Background: an optimization exercise with open tools, aiming at small area, a short achievable clock period and few clock cycles. Do not read the settings as production practice.
In this exercise RTL edits were held to simulation tests only and were not proved equivalent to the original.
No activity file was given, so power comes from the tool's default toggle rates.

== run 1 ==
## frx_rx
module frx_rx (
    input  wire         clk,
    input  wire         rst,
    input  wire         cmd_valid,
    output wire         cmd_ready,
    input  wire [31:0]  cmd_word,
    output reg          rsp_valid,
    output reg  [3:0]   rsp_status,
    output wire [9:0]   rsp_plen,
    output wire [15:0]  rsp_rcur,
    output reg  [511:0] rsp_data,
    input  wire         rx_valid,
    output wire         rx_ready,
    input  wire [7:0]   rx_data,
    input  wire         rx_nobyte,
    input  wire         rx_ioerr
);
    localparam [3:0] ST_OK = 4'd0, ST_TIMEOUT = 4'd1, ST_IO_ERROR = 4'd3,
                     ST_TRUNCATED = 4'd4, ST_INVALID = 4'd5, ST_ILLEGAL = 4'd6;
    localparam [3:0] RS_SYNC0 = 4'd0, RS_SYNC1 = 4'd1, RS_SYNC2 = 4'd2, RS_SYNC3 = 4'd3,
                     RS_REQID = 4'd4, RS_LENLO = 4'd5, RS_LENHI = 4'd6,
                     RS_PAYLOAD = 4'd7, RS_CKLO = 4'd8, RS_CKHI = 4'd9;
    reg          busy;           
    reg  [3:0]   rs;
    reg  [7:0]   exp_id;
    reg  [7:0]   lenlo;
    reg  [6:0]   dlen;           
    reg  [5:0]   widx;           
    reg  [7:0]   cklo;
    reg  [15:0]  acc;
    reg  [7:0]   breg;           
    reg          acc_add, acc_clr;
    reg  [6:0]   plen;           
    reg  [15:0]  rcur;
    reg  [7:0]   pbuf [0:63];
    reg          mchk;           
    reg          mdat;           
    reg          ment;           
    reg          uerr;           
    reg  [1:0]   pc;             
    reg  [1:0]   nlast;          
    reg  [5:0]   slen_q;         
    reg  [9:0]   ctx;            
    reg          mfirst;         
  ...
Size: roughly 1,200 flip-flops, roughly 590 I/O pins, about 58,000 sq um of cells after synthesis.
export LEC_CHECK = 0
export CAP_MARGIN = 40
export CORE_MARGIN = 2
export CORE_UTILIZATION = 30
export SLEW_MARGIN = 40
create_clock -name core_clock -period 35.0 [get_ports {clk}]
standard.sh (not shown) runs the stock make flow with config.mk's settings and CLKGATE_MAP_FILE= SYNTH_SCRIPT=/design/flow/synth_recipe.tcl, a recipe that flattens the netlist after the stock synthesis.
==> flow/flow/run.sh <==
#!/bin/bash
# The standard layout (standard.sh, unchanged synthesis, power grid and
# tap cells), with two changes to how it is made:
#  - timing repair aims at 26.4 ns of setup slack instead of 0, so the
#    resizer upsizes and buffers the longest paths;
#  - ports are buffered with buf_2 instead of the default delay buffer.
# The full ORFS/make output goes to standard.log in this folder.
set -euo pipefail
bash standard.sh SETUP_SLACK_MARGIN=26.4 \
    "BUFFER_PORTS_ARGS=-buffer_cell sky130_fd_sc_hd__buf_2" \
    finish > standard.log 2>&1
Testbench counts of run 1, summed over its fixed seeds: cycles 32,000.
The following lists how run 2 was set up differently from run 1:
==> flow/flow/run.sh <==
#!/bin/bash
# The standard layout (standard.sh, unchanged synthesis, power grid and
# tap cells), with two changes to how it is made:
#  - timing repair aims at 26.4 ns of setup slack instead of 0, so the
#    resizer upsizes and buffers the longest paths;
#  - ports are buffered with buf_1 instead of the default delay buffer.
# The full ORFS/make output goes to standard.log in this folder.
set -euo pipefail
bash standard.sh SETUP_SLACK_MARGIN=26.4 \
    "BUFFER_PORTS_ARGS=-buffer_cell sky130_fd_sc_hd__buf_1" \
    finish > standard.log 2>&1
==> notes.md <==
- Run 2: PASS, flow complete, no timing, DRC or antenna violations
- Total global routing track utilization was higher in run 1 than in run 2.
- Of run 1 and run 2, the lower total design power belongs to run 2.
- Run 2 vs run 1: final area down by a few percent

* * *

run A:
Another version of the RTL of frx_rx (not shown whole).
Size in the first run: about 590 I/O pins, about 60000 µm² of cells after synthesis.
Settings: LEC_CHECK=0, CAP_MARGIN=40, CORE_MARGIN=2, CORE_UTILIZATION=30, SLEW_MARGIN=40; clock period 35.0 ns.
==> flow/flow/run.sh <==
#!/bin/bash
# Standard ORFS layout (the standard.sh, unchanged synthesis), with
# timing repair aiming at a tighter setup margin and small port buffers.
set -euo pipefail
bash standard.sh SETUP_SLACK_MARGIN=25 \
    "BUFFER_PORTS_ARGS=-buffer_cell sky130_fd_sc_hd__buf_2" \
    finish > standard.log 2>&1
Run A ran to completion and came out clean on the timing, DRC and antenna checks.
Testbench counts of run A, summed over its fixed seeds: cycles 31,876.
Edits applied to the flow inputs when going from run A to run B:
==> flow/run.sh (new file) <==
#!/bin/bash
# synth_recipe.tcl (not shown) runs the flow's synth.tcl, then flattens the netlist and writes it again
# the make line also repeats each setting of config.mk as NAME=value (left out here)
make -C /OpenROAD-flow-scripts/flow DESIGN_CONFIG=/design/flow/config.mk WORK_HOME=/design/flow/orfs CLKGATE_MAP_FILE= SYNTH_SCRIPT=/design/flow/synth_recipe.tcl finish
removed: flow/flow/run.sh
removed: flow/standard.sh
--- outcome ---
As far as final cell count is concerned, run B and run A perform about the same.
Higher part of the power in combinational logic among run B and run A: run B
Run comparison: run A worst setup path startpoint cmd_word[27]; run B worst setup path startpoint cmd_word[13]
Run B vs. run A: fmax lower; share of power burned in registers higher; area of all placed cells without fillers higher; via count lower; overall routed net length higher.

[port drivers added, routing unchanged]
The flow's constraints put no driver on any port. The routed layouts listed below were extracted and timed again, unchanged, in two steps.
Step 1 assumes that a clkbuf_16 drives the clock port and a buf_2 every other input.
Step 2 moves the port delays by t, midway between the first and last clock arrival at a register: inputs arrive t later, outputs are due t later. That takes back most of the time a late clock gives input paths.
a / b / c = ideal ports / drivers / drivers and shift; a / b = the first two.
run | t (ns) | slack for setup (ns) | latest minus earliest clock arrival (ns) | pins driven straight from the clock port
run 1 | 0.879 | 26.347 / 26.372 / 25.530 | 0.046 / 0.047 | 1
run 2 | 0.855 | 26.398 / 26.377 / 25.590 | 0.064 / 0.065 | 1
run A | 0.882 | 25.288 / 25.359 / 24.477 | 0.072 / 0.072 | 1
run B | 0.867 | 24.386 / 24.457 / 23.591 | 0.032 / 0.031 | 1
After both steps every run listed still meets setup and hold. The setup slack of run 1, which loses most, moves by +0.025 ns with the drivers and by -0.817 ns with both steps.
